Context: an optimization exercise on an open-source flow, tuned for a short achievable clock period and few clock cycles. The choices shown serve that exercise and are no tape-out recipe. In this exercise RTL edits were held to simulation tests only and were not proved equivalent to the original. No activity file was given, so power comes from the tool's default toggle rates.

==> flow/config.mk <==
export PLATFORM = sky130hd
export DESIGN_NAME = hmmm_core
export DESIGN_NICKNAME = hmmm_core
export VERILOG_FILES = /design/flow/design.v
export SDC_FILE = /design/flow/constraint.sdc
export NUM_CORES = 4
export LEC_CHECK = 0
export ABC_CLOCK_PERIOD_IN_PS = 5000
export CAP_MARGIN = 20
export CORE_MARGIN = 2
export CORE_UTILIZATION = 40
export SETUP_SLACK_MARGIN = 5
export SLEW_MARGIN = 20
==> flow/constraint.sdc <==
create_clock -name core_clock -period 12.0 [get_ports {clk}]
set_input_delay 2.4000 -clock core_clock [delete_from_list [all_inputs] [get_ports {clk}]]
set_output_delay 2.4000 -clock core_clock [all_outputs]
set_load 0.01 [all_outputs]
==> flow/design.v <==
module hmmm_core (
    input  wire        clk,
    input  wire        rst,           
    input  wire [8:0]  code_limit,
    input  wire [5:0]  exc_en,        
    input  wire [1:0]  ibp_en,
    input  wire [7:0]  ibp0_addr,
    input  wire [7:0]  ibp1_addr,
    input  wire        cmd_cont,
    input  wire        cmd_step,
    input  wire        cmd_pause,
    input  wire        in_valid,
    input  wire        in_eof,
    input  wire [15:0] in_data,
    output wire        out_valid,
    output wire [15:0] out_data,
    output wire        mem_req,
    output wire        mem_we,
    output wire [7:0]  mem_addr,
    output wire [15:0] mem_wdata,
    input  wire        mem_ack,
    input  wire [15:0] mem_rdata,
    output wire [2:0]  state,
    output wire [3:0]  stop_reason,
    output wire [15:0] pc_out,
    output wire [1:0]  bp_hit,
    output wire        exc_valid,
    output wire [2:0]  exc_kind,
    output wire [15:0] exc_epc,
    output wire [15:0] exc_addr,
    input  wire [3:0]  dbg_sel,
    output wire [15:0] dbg_rdata
);
    localparam integer DSTEPS = 4;
    localparam [2:0] RS_READY   = 3'd0,
                     RS_RUNNING = 3'd1,
                     RS_PAUSED  = 3'd2,
                     RS_HALTED  = 3'd3,
                     RS_AWAIT   = 3'd4;
    localparam [3:0] SR_NONE      = 4'd0,
                     SR_PAUSE     = 4'd1,
                     SR_BREAK     = 4'd2,
                     SR_EXCEPTION = 4'd3,
                     SR_STEP      = 4'd4,
                     SR_HALT      = 4'd5,
                     SR_INPUT_END = 4'd6,
                     SR_FATAL     = 4'd7;
    localparam [2:0] EX_INVALID_INSTR = 3'd1,
                     EX_INVALID_MEM   = 3'd2,
                     EX_OUTSIDE_SEG   = 3'd3,
                     EX_CODE_READ     = 3'd4,
                     EX_CODE_WRITE    = 3'd5,
                     EX_DIV_ZERO      = 3'd6;
    localparam [2:0] PH_EX    = 3'd0,    
                     PH_MEM   = 3'd1,    
                     PH_MUL   = 3'd2,    
                     PH_DINIT = 3'd3,    
                     PH_DITER = 3'd4,    
                     PH_DFIN  = 3'd5,    
                     PH_FIN   = 3'd6;    
    reg [2:0]  runstate;
    reg [3:0]  reason;
    reg [2:0]  phase;
    reg [15:0] pc;
    reg [15:0] regs [1:15];
    reg        exc_v;
    reg [2:0]  exc_k;
    reg [15:0] exc_pc;
    reg [15:0] exc_a;
    reg [1:0]  hit_ids;
    reg        suppress;
    reg        mask_latch_v;
    reg        mask_latch_w;    
    reg        pause_req;
    reg        step_mode;
    reg [3:0]  lx;              
    reg        d_load;          
    reg        d_we;
    reg [7:0]  d_addr;
    reg [15:0] d_wdata;
    reg        o_valid;
    reg [15:0] o_data;
    reg [15:0] m_a, m_b;
    reg [15:0] dv_a;            
    reg [15:0] dv_b;            
    reg [15:0] dv_q;
    reg [3:0]  dv_cnt;          
    reg        dv_mod;
    reg        dv_qneg;
    reg        dv_rneg;
    assign state       = runstate;
    assign stop_reason = reason;
    assign pc_out      = pc;
    assign bp_hit      = hit_ids;
    assign exc_valid   = exc_v;
    assign exc_kind    = exc_k;
    assign exc_epc     = exc_pc;
    assign exc_addr    = exc_a;
    assign dbg_rdata   = (dbg_sel == 4'd0) ? 16'd0 : regs[dbg_sel];
    assign out_valid = o_valid;
    assign out_data  = o_data;
    wire running = (runstate == RS_RUNNING);
    assign mem_req   = running && (phase == PH_EX || phase == PH_MEM);
    assign mem_we    = running && (phase == PH_MEM) && d_we;
    assign mem_addr  = (phase == PH_MEM) ? d_addr : pc[7:0];
    assign mem_wdata = d_wdata;
    wire [15:0] ir  = mem_rdata;
    wire [3:0]  op  = ir[15:12];
    wire [3:0]  fx  = ir[11:8];
    wire [3:0]  fy  = ir[7:4];
    wire [3:0]  fz  = ir[3:0];
    wire [7:0]  fn  = ir[7:0];
    wire [15:0] sn  = {{8{fn[7]}}, fn};
    wire [15:0] rx = (fx == 4'd0) ? 16'd0 : regs[fx];
    wire [15:0] ry = (fy == 4'd0) ? 16'd0 : regs[fy];
    wire [15:0] rz = (fz == 4'd0) ? 16'd0 : regs[fz];
    wire is_sys    = (op == 4'h0);
    wire is_halt   = (ir == 16'h0000);
    wire is_read   = is_sys && (fn == 8'h01);
    wire is_write  = is_sys && (fn == 8'h02);
    wire is_jumpr  = is_sys && (fn == 8'h03);
    wire is_setn   = (op == 4'h1);
    wire is_loadn  = (op == 4'h2);
    wire is_storen = (op == 4'h3);
    wire is_memr   = (op == 4'h4);
    wire is_loadr  = is_memr && (fz == 4'h0);
    wire is_storer = is_memr && (fz == 4'h1);
    wire is_popr   = is_memr && (fz == 4'h2);
    wire is_pushr  = is_memr && (fz == 4'h3);
    wire is_addn   = (op == 4'h5);
    wire is_add    = (op == 4'h6);
    wire is_sub    = (op == 4'h7);
    wire is_mul    = (op == 4'h8);
    wire is_div    = (op == 4'h9);
    wire is_mod    = (op == 4'hA);
    wire is_call   = (op == 4'hB);
    wire is_jeqz   = (op == 4'hC);
    wire is_jnez   = (op == 4'hD);
    wire is_jgtz   = (op == 4'hE);
    wire is_jltz   = (op == 4'hF);
    wire valid_instr = is_halt || is_read || is_write || is_jumpr ||
                       (op != 4'h0 && op != 4'h4) ||
                       (is_memr && fz[3:2] == 2'b00);
    wire        is_mem_op    = is_loadn || is_storen || (is_memr && fz[3:2] == 2'b00);
    wire        mem_is_write = is_storen || is_storer || is_pushr;
    wire        mem_direct   = is_loadn || is_storen;
    wire [15:0] ry_dec       = ry - 16'd1;
    wire [15:0] ry_inc       = ry + 16'd1;
    wire [15:0] mem_ea       = mem_direct ? {8'd0, fn} : is_popr ? ry_dec : ry;
    wire        ry_hi        = (ry[15:8] != 8'd0);
    wire        ry_zero      = (ry == 16'd0);
    wire        mem_oor      = !mem_direct && (is_popr ? (ry_zero || (ry_hi && ry != 16'd256)) : ry_hi);
    wire        fn_in_code   = ({1'b0, fn} < code_limit);
    wire        ry_lt_cl     = ({7'd0, code_limit} > ry);
    wire        ry_le_cl     = ({7'd0, code_limit} >= ry);
    wire        mem_in_code  = mem_direct ? fn_in_code :
                               is_popr ? (!ry_zero && ry_le_cl) : ry_lt_cl;
    wire        mask_en      = mem_is_write ? exc_en[EX_CODE_WRITE - 1] : exc_en[EX_CODE_READ - 1];
    wire        latched      = mask_latch_v && (mask_latch_w == mem_is_write);
    wire        mask_stop    = mem_in_code && mask_en && !suppress && !latched;
    wire [15:0] pc_inc  = pc + 16'd1;
    wire rx_zero = (rx == 16'd0);
    wire take_branch = (is_jeqz && rx_zero) ||
                       (is_jnez && !rx_zero) ||
                       (is_jgtz && !rx[15] && !rx_zero) ||
                       (is_jltz && rx[15]);
    wire [1:0] ibp_match = {ibp_en[1] && (pc == {8'd0, ibp1_addr}),
                            ibp_en[0] && (pc == {8'd0, ibp0_addr})};
    wire [15:0] abs_y = ry[15] ? (16'd0 - ry) : ry;
    wire [15:0] abs_z = rz[15] ? (16'd0 - rz) : rz;
    wire [15:0] alu_res = is_setn ? sn :
                          is_addn ? rx + sn :
                          is_add  ? ry + rz :
                          is_sub  ? ry - rz :
                                    pc_inc;       
    function [4:0] msb16(input [15:0] v);
        integer k;
        begin
            msb16 = 5'd0;
            for (k = 0; k < 16; k = k + 1)
                if (v[k]) msb16 = k[4:0];
        end
    endfunction
    wire [4:0]  dv_la = msb16(dv_a);
    wire [4:0]  dv_lb = msb16(dv_b);
    wire        dv_small = (dv_a == 16'd0) || (dv_la < dv_lb);    
    wire [3:0]  dv_s = dv_la[3:0] - dv_lb[3:0];
    reg [15:0] it_r, it_q, it_b;
    reg [16:0] it_t;
    integer k;
    always @(*) begin
        it_r = dv_a;
        it_q = dv_q;
        it_b = dv_b;
        for (k = 0; k < DSTEPS; k = k + 1) begin
            if (k <= dv_cnt) begin
                it_t = {1'b0, it_r} - {1'b0, it_b};
                if (!it_t[16]) begin
                    it_r = it_t[15:0];
                    it_q = {it_q[14:0], 1'b1};
                end else begin
                    it_q = {it_q[14:0], 1'b0};
                end
                it_b = {1'b0, it_b[15:1]};
            end
        end
    end
    wire it_done = (dv_cnt < DSTEPS);
    wire dv_neg  = dv_mod ? dv_rneg : dv_qneg;
    wire [15:0] dv_fin_pos = dv_mod ? dv_a : dv_q;
    wire [15:0] dv_fin = dv_neg ? (16'd0 - dv_fin_pos) : dv_fin_pos;
    wire [15:0] mul_res = m_a * m_b;
    integer i;
    reg        rf_we;
    reg [3:0]  rf_wa;
    reg [15:0] rf_wd;
    task finish(input [15:0] next_pc);
        begin
            pc <= next_pc;
            if (next_pc != pc)
                mask_latch_v <= 1'b0;
            suppress <= 1'b0;
            phase <= PH_EX;
            if (step_mode) begin
                runstate <= RS_PAUSED;
                reason   <= SR_STEP;
                hit_ids  <= 2'b00;
            end
        end
    endtask
    task fatal(input [2:0] kind, input [15:0] addr);
        begin
            exc_v    <= 1'b1;
            exc_k    <= kind;
            exc_pc   <= pc;
            exc_a    <= addr;
            runstate <= RS_HALTED;
            reason   <= exc_en[kind - 3'd1] ? SR_EXCEPTION : SR_FATAL;
            hit_ids  <= 2'b00;
            phase    <= PH_EX;
        end
    endtask
    task write_reg(input [3:0] r, input [15:0] v);
        begin
            rf_we = 1'b1;
            rf_wa = r;
            rf_wd = v;
        end
    endtask
    wire ex_go = running && (phase == PH_EX) && !pause_req &&
                 (pc < {7'd0, code_limit}) && !(ibp_match != 2'b00 && !suppress) && mem_ack;
    always @(*) begin
        rf_we = 1'b0;
        rf_wa = lx;
        rf_wd = 16'd0;
        if (runstate == RS_AWAIT) begin
            if (in_valid && !in_eof)
                write_reg(lx, in_data);
        end else if (running) begin
            case (phase)
            PH_EX: begin
                if (ex_go) begin
                    if (is_setn || is_addn || is_add || is_sub || is_call)
                        write_reg(fx, alu_res);
                    else if ((is_pushr || is_popr) && !mem_oor && !mask_stop)
                        write_reg(fy, is_pushr ? ry_inc : ry_dec);
                end
            end
            PH_MEM:   if (mem_ack && d_load) write_reg(lx, mem_rdata);
            PH_MUL:   write_reg(lx, mul_res);
            PH_DINIT: if (dv_small && !(dv_mod && dv_rneg)) write_reg(lx, dv_mod ? dv_a : 16'd0);
            PH_DITER: if (it_done && !dv_neg) write_reg(lx, dv_mod ? it_r : it_q);
            PH_DFIN:  write_reg(lx, dv_fin);
            default: ;
            endcase
        end
    end
    always @(posedge clk) begin
        if (rst) begin
            for (i = 1; i < 16; i = i + 1)
                regs[i] <= 16'd0;
        end else if (rf_we && rf_wa != 4'd0) begin
            regs[rf_wa] <= rf_wd;
        end
    end
    always @(posedge clk) begin
        if (rst) begin
            runstate     <= RS_READY;
            reason       <= SR_NONE;
            phase        <= PH_EX;
            pc           <= 16'd0;
            exc_v        <= 1'b0;
            exc_k        <= 3'd0;
            exc_pc       <= 16'd0;
            exc_a        <= 16'd0;
            hit_ids      <= 2'b00;
            suppress     <= 1'b0;
            mask_latch_v <= 1'b0;
            mask_latch_w <= 1'b0;
            pause_req    <= 1'b0;
            step_mode    <= 1'b0;
            lx           <= 4'd0;
            d_load       <= 1'b0;
            d_we         <= 1'b0;
            d_addr       <= 8'd0;
            d_wdata      <= 16'd0;
            o_valid      <= 1'b0;
            o_data       <= 16'd0;
            m_a          <= 16'd0;
            m_b          <= 16'd0;
            dv_a         <= 16'd0;
            dv_b         <= 16'd0;
            dv_q         <= 16'd0;
            dv_cnt       <= 4'd0;
            dv_mod       <= 1'b0;
            dv_qneg      <= 1'b0;
            dv_rneg      <= 1'b0;
        end else begin
            o_valid <= 1'b0;
            if (cmd_pause)
                pause_req <= 1'b1;
            case (runstate)
            RS_READY, RS_PAUSED: begin
                if (cmd_cont || cmd_step) begin
                    step_mode <= cmd_step;
                    if (reason == SR_BREAK || reason == SR_EXCEPTION || reason == SR_STEP)
                        suppress <= 1'b1;
                    runstate <= RS_RUNNING;
                    phase    <= PH_EX;
                end
            end
            RS_AWAIT: begin
                if (in_valid) begin
                    if (in_eof) begin
                        runstate <= RS_HALTED;
                        reason   <= SR_INPUT_END;
                        hit_ids  <= 2'b00;
                    end else begin
                        runstate <= RS_RUNNING;
                        finish(pc_inc);
                    end
                end
            end
            RS_RUNNING: begin
                case (phase)
                PH_EX: begin
                    if (pause_req) begin
                        pause_req <= 1'b0;
                        runstate  <= RS_PAUSED;
                        reason    <= SR_PAUSE;
                        hit_ids   <= 2'b00;
                    end else if (pc >= {7'd0, code_limit}) begin
                        fatal(EX_OUTSIDE_SEG, pc);
                    end else if (ibp_match != 2'b00 && !suppress) begin
                        runstate <= RS_PAUSED;
                        reason   <= SR_BREAK;
                        hit_ids  <= ibp_match;
                    end else if (mem_ack) begin
                        lx <= fx;
                        if (!valid_instr) begin
                            fatal(EX_INVALID_INSTR, 16'd0);
                        end else if (is_mem_op) begin
                            if (mem_oor) begin
                                fatal(EX_INVALID_MEM, mem_ea);
                            end else if (mask_stop) begin
                                exc_v        <= 1'b1;
                                exc_k        <= mem_is_write ? EX_CODE_WRITE : EX_CODE_READ;
                                exc_pc       <= pc;
                                exc_a        <= mem_ea;
                                mask_latch_v <= 1'b1;
                                mask_latch_w <= mem_is_write;
                                runstate     <= RS_PAUSED;
                                reason       <= SR_EXCEPTION;
                                hit_ids      <= 2'b00;
                            end else begin
                                d_load  <= !mem_is_write;
                                d_we    <= mem_is_write;
                                d_addr  <= mem_ea[7:0];
                                d_wdata <= rx;
                                phase   <= PH_MEM;
                            end
                        end else if (is_div || is_mod) begin
                            if (rz == 16'd0) begin
                                fatal(EX_DIV_ZERO, 16'd0);
                            end else begin
                                dv_a    <= abs_y;
                                dv_b    <= abs_z;
                                dv_mod  <= is_mod;
                                dv_qneg <= ry[15] ^ rz[15];
                                dv_rneg <= ry[15];
                                phase   <= PH_DINIT;
                            end
                        end else if (is_mul) begin
                            m_a   <= ry;
                            m_b   <= rz;
                            phase <= PH_MUL;
                        end else if (is_halt) begin
                            runstate <= RS_HALTED;
                            reason   <= SR_HALT;
                            hit_ids  <= 2'b00;
                        end else if (is_read) begin
                            runstate <= RS_AWAIT;
                        end else if (is_write) begin
                            o_valid <= 1'b1;
                            o_data  <= rx;
                            if (step_mode)
                                phase <= PH_FIN;
                            else
                                finish(pc_inc);
                        end else if (is_jumpr) begin
                            finish(rx);
                        end else if (is_call) begin
                            finish({8'd0, fn});
                        end else if (is_setn || is_addn || is_add || is_sub) begin
                            finish(pc_inc);
                        end else begin
                            finish(take_branch ? {8'd0, fn} : pc_inc);
                        end
                    end
                end
                PH_MEM: begin
                    if (mem_ack)
                        finish(pc_inc);
                end
                PH_MUL: begin
                    finish(pc_inc);
                end
                PH_DINIT: begin
                    if (dv_small) begin
                        dv_q <= 16'd0;
                        if (dv_mod && dv_rneg)
                            phase <= PH_DFIN;
                        else
                            finish(pc_inc);
                    end else begin
                        dv_b   <= dv_b << dv_s;
                        dv_cnt <= dv_s;
                        dv_q   <= 16'd0;
                        phase  <= PH_DITER;
                    end
                end
                PH_DITER: begin
                    dv_a   <= it_r;
                    dv_q   <= it_q;
                    dv_b   <= it_b;
                    dv_cnt <= dv_cnt - DSTEPS[3:0];
                    if (it_done) begin
                        if (dv_neg)
                            phase <= PH_DFIN;
                        else
                            finish(pc_inc);
                    end
                end
                PH_DFIN: begin
                    finish(pc_inc);
                end
                PH_FIN: begin
                    finish(pc_inc);
                end
                default: phase <= PH_EX;
                endcase
            end
            default: ;   
            endcase
        end
    end
endmodule
==> flow/run.sh <==
#!/bin/bash
# synth_recipe.tcl (not shown) runs the flow's synth.tcl, then flattens the netlist and writes it again
# the make line also repeats each setting of config.mk as NAME=value (left out here)
make -C /OpenROAD-flow-scripts/flow DESIGN_CONFIG=/design/flow/config.mk WORK_HOME=/design/flow/orfs CLKGATE_MAP_FILE= SYNTH_SCRIPT=/design/flow/synth_recipe.tcl finish
==> notes.md, run 1 <==
* Share of cells above drive strength 1 at 22.8%
* Layout net count at 5344
* Critical Path Start: dv_a[4]
* FMAX at 103 MHz
* Critical Path RT at 12.40 ns
* Reg2Reg Capture Point: regs[14][8]
* Global Route Usage Sum at 35.1%
* Syn Area/Cell at 9.13 µm²
* Slew margin rel. at 15.2%
* Row Count at 120
* Die Y at 332 µm
* Antenna violations before repair at 10
* RSZ-0062 raised after global routing: true
* Final Hold Violating Endpoints at 0
* CP max stage delay at 0.58 ns
* Congestion Overflow GR at 0
* # setup viols final at 0
* Critical Path AT at 10.07 ns
* Clock sink count at 459
* Post-synth EDFFs at 256
* Final setup TNS at 0 ns
* CTS root buffer: clkbuf_16
* Max-cap violation count at 0
* Sequential area share after synthesis at 27.4%
* H-tree depth at 2
* Power, Total at 12.1 mW
* Starting Density at 40.2%
* DRT Wirelength at 200 mm
* PwrDens at 228 nW/µm²
* CTS tree: built
* Worst IR Drop VDD at 0.000284 V
* Vias in the first global route at 39400
* Final hold slack at 0.457 ns
* Post-CTS Hold Buffers at 0
* Max Buffers Root-to-Sink at 3
* Core area at 107000 µm²
* Initial DRC Count at 6746
* Main flop type after synthesis: edfxtp_1
* Status: timing/DRC/antenna clean
* CTS clk-pin slew, worst paths at 0.06 ns
* Slowest CP cell: dfxtp_1
* Final core occ at 49.7%
* Final std cells w/o fill at 6440
* Synthesis Warnings at 1
* First-pass GRT wire length at 284 mm
* LEAKAGE at 19.7 nW
* R2R setup slack at 2.33 ns
* CP max FO at 9
* DRC viols at 0
* Crit Path Class: reg -> reg
* Crit path capture: regs[14][8]
* Routability cong. at 1.02
* Top cell type by total area after synthesis: edfxtp_1
* DR vias at 42500
* Die X at 332 µm
* DP Area at 46900 µm²
* Port Buffer Count at 196
* Worst setup SP type: register
* Yosys reg bits at 459
* Final worst slack at 2.33 ns
* Full die area at 110000 µm²
* Fin crit period at 9.67 ns
* TritonRoute pass-1 iters at 8
* Slew @ Worst Pin at 1.27 ns
* Syn Inst Count at 4701
* Asr flop ratio synth at 0%
* Final period util at 80.6%
* Pre-CTS WS at 1.06 ns
* Clk latency of the worst-skew pair at 0.66 ns
* CTS Buf Count at 53
* # IOs at 197
* Via density per instance at 6.59
* Synth area leaders: edfxtp_1, mux4_2, dfxtp_1
* Post-route cell area at 53000 µm²
* Area grow syn2layout at 23.5%
* Drt wl/cell at 31.1 µm
* RR Startpoint: dv_a[4]
* Placed cells at 6114
* Reg2Reg Depth at 46
* Clock Skews at 0.0261 ns
* Final Max Tran Viols at 0
* Hpwl dp at 139 mm
* Largest net degree at the start of global routing at 81
* Hold Path Class: reg -> reg
* Unique masters post-synth at 105
* Cell area after synthesis at 42900 µm²
* Crit end category: register
* Antenna viol nets, final at 0
* Top-area cell type share of the netlist area at 17.9%
[cell usage after synthesis (25+ instances only)]
master and n:
ha_1 192, and3_1 31, xnor2_1 141, a22oi_1 44
edfxtp_1 256, buf_1 37, dfxtp_1 203, nor3_1 184
a21oi_1 299, xor2_1 74, mux4_2 270, fa_1 88
mux2_2 67, mux2i_1 118, nand3_1 72, nor4_1 27
nand2_1 397, inv_1 241, o22ai_1 29, o211ai_1 26
buf_2 71, a221oi_1 25, nor2_1 607, a21o_1 31
nand4_1 27, o21ai_0 202, a31oi_1 25, and2_1 82
nand2b_1 43, a211oi_1 112, nor2b_1 56, clkbuf_1 215
[flip-flops by register name (all words and copies together) (netlist names), 2 cells and up]
register / flops
d_addr: 8
hit_ids: 2
pc: 16
exc_pc: 16
d_wdata: 16
runstate: 3
lx: 4
exc_k: 3
o_data: 16
exc_a: 16
reason: 4
phase: 3
m_a: 16
regs: 256
dv_q: 16
dv_b: 16
dv_a: 16
m_b: 16
dv_cnt: 4
[power breakdown]
part | internal (mW) | switching (mW) | total, mW
Combinational | 3.74 | 4.53 | 8.27
Clock | 1.16 | 0.753 | 1.91
Sequential | 1.75 | 0.125 | 1.88
Total | 6.66 | 5.40 | 12.1
[critical path, delay by kind of cell, from the launching register on]
family | cells | cell delay (ns)
AOI/OAI and AO/OA | 21 | 4.04
xor gates and xnor gates | 1 | 0.24
adders and majority gates | 6 | 1.70
buffers and inverters | 6 | 0.70
DFF | 1 | 0.58
muxes | 4 | 0.97
and+or+nand+nor | 8 | 1.19
[routing by layer]
metal	global-route usage (%)	vias up	routed length (µm)
met5	0	-	27
met3	10.4	693	27100
met2	51.7	3219	84700
li1	-	17900	-
met4	20.3	4	14400
met1	45.8	20600	74200
[worst min path at each step]
stage	slack, ns	startpoint	cells after the start	end
finish	0.46	exc_k[2]	2	exc_k[2]
global route	0.48	exc_pc[4]	2	exc_pc[4]
CTS	0.46	exc_pc[1]	2	exc_pc[1]
detailed placement	0.45	exc_pc[13]	2	exc_pc[13]
global placement	0.44	exc_k[2]	2	exc_k[2]
floorplan	0.45	dv_qneg	2	dv_qneg
[cell families (layout without fill, tap and decap cells)]
logic type	count (synthesis)	count (layout)	synth area share, %
AOI/OAI and AO/OA	1061	1064	16.5
xor gates and xnor gates	215	215	4.39
adders and majority gates	280	280	9.70
buffers and inverters	588	887	5.56
DFF	459	459	27.4
muxes	458	458	18.8
other	1	22	0.00873
and+or+nand+nor	1639	1652	17.7
[final cells by class]
class,count,area [µm²]
fillers,9801,53700
inverters,250,960
multi-input cells,3685,31000
clock inverters,26,468
repair buffers,538,5410
well taps,1403,1760
clock buffers,73,1580
flip-flops and latches,459,11800
diodes,6,15.0
[layout by cell type (no fill, tap or decap), types with 29 or more instances in the layout]
cell type        synthesis  layout
fa_1                    88      84
a211oi_1               112     107
nor2_2                  18      44
mux4_2                 270     270
nand3_1                 72      71
a21o_1                  31      30
buf_6                    9      29
ha_1                   192     172
nand2_8                  0      34
dfxtp_1                203     186
buf_4                    6     262
and2_1                  82      81
mux2_2                  67      51
nor3_2                   3      33
clkbuf_16                0      59
nor3_1                 184     149
a21oi_1                299     278
o21ai_0                202     181
inv_1                  241     222
nor2_1                 607     575
nand2_1                397     376
xnor2_1                141     140
a22oi_1                 44      41
xor2_1                  74      74
mux2i_1                118     107
nand2b_1                43      41
edfxtp_1               256     256
clkdlybuf4s50_1          0     180
nor2b_1                 56      50
buf_12                   0      32
[timing repair]
| action | 4_1_cts | 5_1_grt |
|---|---|---|
| resized for setup | 290 | 114 |
| gates cloned | 26 | 6 |
| buffers inserted | 108 | 78 |
| pin swaps | 71 | 45 |
| endpoints found under the setup margin | 622 | 537 |
Testbench counts, summed over its fixed seeds: cycles 37,186.
==> run 2, diff against run 1 <==
--- a/flow/design.v
+++ b/flow/design.v
@@ -31,7 +31,7 @@
     input  wire [3:0]  dbg_sel,
     output wire [15:0] dbg_rdata
 );
-    localparam integer DSTEPS = 4;
+    localparam integer DSTEPS = 2;
     localparam [2:0] RS_READY   = 3'd0,
                      RS_RUNNING = 3'd1,
                      RS_PAUSED  = 3'd2,
@@ -78,6 +78,9 @@
     reg        d_we;
     reg [7:0]  d_addr;
     reg [15:0] d_wdata;
+    reg        d_ywr;           
+    reg [3:0]  d_ya;
+    reg [15:0] d_yv;
     reg        o_valid;
     reg [15:0] o_data;
     reg [15:0] m_a, m_b;
@@ -262,8 +265,6 @@
                 if (ex_go) begin
                     if (is_setn || is_addn || is_add || is_sub || is_call)
                         write_reg(fx, alu_res);
-                    else if ((is_pushr || is_popr) && !mem_oor && !mask_stop)
-                        write_reg(fy, is_pushr ? ry_inc : ry_dec);
                 end
             end
             PH_MEM:   if (mem_ack && d_load) write_reg(lx, mem_rdata);
@@ -275,12 +276,18 @@
             endcase
         end
     end
+    wire ry_we = running && (phase == PH_MEM) && mem_ack && d_ywr;
     always @(posedge clk) begin
         if (rst) begin
             for (i = 1; i < 16; i = i + 1)
                 regs[i] <= 16'd0;
-        end else if (rf_we && rf_wa != 4'd0) begin
-            regs[rf_wa] <= rf_wd;
+        end else begin
+            for (i = 1; i < 16; i = i + 1) begin
+                if (rf_we && rf_wa == i)
+                    regs[i] <= rf_wd;
+                else if (ry_we && d_ya == i)
+                    regs[i] <= d_yv;
+            end
         end
     end
     always @(posedge clk) begin
@@ -304,6 +311,9 @@
             d_we         <= 1'b0;
             d_addr       <= 8'd0;
             d_wdata      <= 16'd0;
+            d_ywr        <= 1'b0;
+            d_ya         <= 4'd0;
+            d_yv         <= 16'd0;
             o_valid      <= 1'b0;
             o_data       <= 16'd0;
             m_a          <= 16'd0;
@@ -377,6 +387,9 @@
                                 d_we    <= mem_is_write;
                                 d_addr  <= mem_ea[7:0];
                                 d_wdata <= rx;
+                                d_ywr   <= is_pushr || is_popr;
+                                d_ya    <= fy;
+                                d_yv    <= is_pushr ? ry_inc : ry_dec;
                                 phase   <= PH_MEM;
                             end
                         end else if (is_div || is_mod) begin
==> notes.md, run 2 <==
* Share of cells above drive strength 1 at 10.9%
* Biggest register: regs
* Commonest cells after routing, fill and taps aside: nand2_1, a21oi_1, dfxtp_1
* Final Hold Violating Endpoints at 0
* # setup viols final at 0
* Sequential Area at 9290 µm²
* Die X at 336 µm
* DR vias at 51400
* Commonest non-fill, non-tap cell in the layout: nand2_1
* First-pass GRT wire length at 372 mm
* Critical Path AT at 7.51 ns
* Post-synth EDFFs at 0
* Cell area after synthesis at 44000 µm²
* Final period util at 58.5%
* TritonRoute pass-1 iters at 10
* Synth top cells by count: nand2_1, a21oi_1, dfxtp_1, nor2_1, clkbuf_1
* Congestion Overflow GR at 0
* Sw frac at 43.1%
* CTS tree: built
* # IOs at 197
* Antenna violations before repair at 11
* FMAX at 142 MHz
* PwrDens at 127 nW/µm²
* CTS Buf Count at 56
* CP max FO at 30
* Top cell type by total area after synthesis: dfxtp_1
* Syn Area/Cell at 7.37 µm²
* Synthesis Warnings at 18
* Yosys reg bits at 464
* Via density per instance at 6.91
* Initial DRC Count at 7569
* Global Route Usage Sum at 46.3%
* Critical Path RT at 12.50 ns
* Drt wl/cell at 36.7 µm
* H-tree depth at 2
* Starting Density at 40.3%
* Register share of total power at 25.9%
* DRC viols at 0
* Sequential area share after synthesis at 21.1%
* RSZ-0062 raised after global routing: false
* Layout net count at 6281
* Syn Inst Count at 5969
* Multi-input logic area at 32300 µm²
* Unique masters post-synth at 112
* Core area at 109000 µm²
* Slew margin rel. at 12.1%
* Fill cells at 11000
* DRT Wirelength at 273 mm
* Switching Power at 2.78 mW
* Hold Path Class: reg -> reg
* Slowest CP cell: and2_1
* Crit end category: register
* CTS root buffer: clkbuf_16
* Slew @ Worst Pin at 1.31 ns
* Clock Skews at 0.0540 ns
* Die Y at 336 µm
* Post-route cell area at 50600 µm²
* Max Buffers Root-to-Sink at 3
* Count leader, synth: nand2_1
* Fin crit period at 7.02 ns
* Main flop type after synthesis: dfxtp_1
* Hpwl dp at 204 mm
* Clk latency of the worst-skew pair at 0.71 ns
* Synth area leaders: dfxtp_1, nand2_1, a21oi_1
* Clock share of power at 27.7%
* Area grow syn2layout at 15.2%
* Worst IR Drop VDD at 0.000267 V
* Max-cap violation count at 0
* Crit path cell chain: buf_8 -> buf_4 -> nand2b_1 -> o21ai_1 -> a211o_1 -> and2_1 -> ha_1 -> a31o_2 -> a21oi_1 -> o21ai_0 -> a41oi_1 -> a21oi_1 -> xnor2_2 -> a221oi_2 -> a2111oi_4 -> buf_4 -> a211oi_1
* Crit Path Class: in -> reg
* Max FFs per register at 240
* Power share of the combinational group at 46.4%
* Post-CTS Hold Buffers at 0
* DP Area at 47100 µm²
* Port Buffer Count at 196
* LEAKAGE at 18.3 nW
* Row Count at 121
* Final Max Tran Viols at 0
* Asr flop ratio synth at 0%
* Worst setup SP type: primary input
* Clock sink count at 464
* Routability cong. at 1.08
* Top-area cell type share of the netlist area at 21.1%
* Status: timing/DRC/antenna clean
* Int Pwr at 3.66 mW
* Antenna viol nets, final at 0
* Full die area at 113000 µm²
* CTS clk-pin slew, worst paths at 0.06 ns
* CP max stage delay at 0.58 ns
* Vias in the first global route at 47000
* Final setup TNS at 0 ns
* Largest net degree at the start of global routing at 86
==> run 2: cell types whose count changed after synthesis, moves of 86 or more <==
cell	change
nand2_1	+467
mux4_2	-262
dfxtp_1	+261
edfxtp_1	-256
nor2_1	-228
a21oi_1	+201
clkbuf_1	+126
a211oi_1	+109
nand3_1	+97
nor3_1	-92
mux2i_1	+86
==> run 2: what timing repair did <==
item                                   in CTS  in global routing
buffers inserted                           31                 11
setup endpoints to repair                 349                330
endpoints found under the hold margin       0                  0
resized for setup                         180                 84
pin swaps                                  15                 14
cloned                                      4                  7
==> run 2: cells by family (layout without fill, tap and decap cells) <==
group | after synthesis | count (layout) | share of synthesized area (%)
simple gates | 2162 | 2162 | 23.7
compound gates | 1880 | 1880 | 29.0
buf+inv | 746 | 781 | 7.19
flops | 464 | 464 | 21.1
mux | 272 | 272 | 6.59
fa+ha+maj | 246 | 246 | 8.47
xor+xnor | 199 | 199 | 3.96
other cells | 0 | 20 | 0
==> run 2: metal layers <==
metal  routed length (µm)  part of all wire [%]  vias up  global-route usage (%)
met5                   58                 0.021        -                       0
met4                25400                   9.3        8                    34.8
met3                28600                    10     1043                    9.93
met2               115000                    42     3776                    69.7
met1               104000                    38    24800                    57.8
li1                     -                     -    21800                       -
==> run 2: final cells by class <==
type | instances | share of cell area (%)
well taps | 1414 | 3.49
inverters | 241 | 1.82
clock buffers | 80 | 3.21
diodes | 20 | 0.0988
repair buffers | 436 | 8.72
clock inverters | 24 | 0.450
flip-flops and latches | 464 | 18.3
multi-input cells | 4759 | 63.9
==> run 2: path summary, 6_finish.rpt <==
check / to / slack, ns / from / depth (start not counted)
hold / removal: d_addr[6] / 0.45 / d_addr[6] / 2
hold reg to reg: d_addr[6] / 0.45 / d_addr[6] / 2
setup / recovery: regs[1][15] / 4.98 / mem_rdata[10] / 17
setup reg to reg: regs[5][1] / 5.18 / dv_a[0] / 28
==> run 2: critical path: cells and delay by family <==
kind | cells | cell delay [ns]
compound gates | 10 | 2.43
xor+xnor | 1 | 0.41
fa+ha+maj | 1 | 0.41
buf+inv | 3 | 0.77
simple gates | 2 | 1.05
==> run 2: metrics by stage <==
| step | hold WS (ns) | power [mW] | cells | worst slack, ns | util, % |
|---|---|---|---|---|---|
| 6_report | 0.451 | 6.44 | 7438 | 4.98 | 46.5 |
| 5_1_grt | 0.465 | 6.65 | 7420 | 4.95 | 46.4 |
| 4_1_cts | 0.452 | 6.29 | 7400 | 5.00 | 45.8 |
| 3_3_place_gp | 0.437 | 4.46 | 7261 | 2.96 | 43.2 |
| 3_5_place_dp | 0.444 | 4.47 | 7261 | 2.83 | 43.2 |
| 2_1_floorplan | 0.427 | 3.58 | 5969 | 5.01 | - |
==> run 2: power by group through the flow <==
stage               logic (mW)  registers [mW]  clock network (mW)
floorplan                 1.91            1.67                   0
global placement          2.76            1.70                   0
detailed placement        2.77            1.70                   0
CTS                       2.83            1.66                1.80
global route              3.14            1.67                1.85
finish                    2.98            1.67                1.79
Testbench counts of run 2, summed over its fixed seeds: cycles 38,364.

[afterwards: timing with drivers on the ports]
The results above use ideal ports. As a check the final layouts listed here were re-extracted and re-timed, cells and wires unchanged.
Step 1 sets driving cells, clkbuf_16 on the clock port and buf_2 on the other inputs (assumed; they add their load-dependent delay and slew).
Step 2, shift: input delay + t, output delay - t, t = (earliest + latest rising clock arrival at the registers) / 2. This alone moves slack from input paths to output paths.
Slacks: no drivers / after step 1 / after step 2; pairs: no drivers / after step 1.
run | shift t [ns] | slack for setup (ns) | clock arrival spread, ns | worst register clock-pin slew, ns | pins driven straight from the clock port
run 1 | 0.716 | 2.328 / 2.328 / 2.328 | 0.029 / 0.029 | 0.08 / 0.08 | 1
run 2 | 0.762 | 4.981 / 4.956 / 4.194 | 0.054 / 0.054 | 0.07 / 0.07 | 1
After both steps setup and hold are still met in every run listed. The setup slack of run 2, which loses most, moves by -0.025 ns with the drivers and by -0.787 ns with both steps.
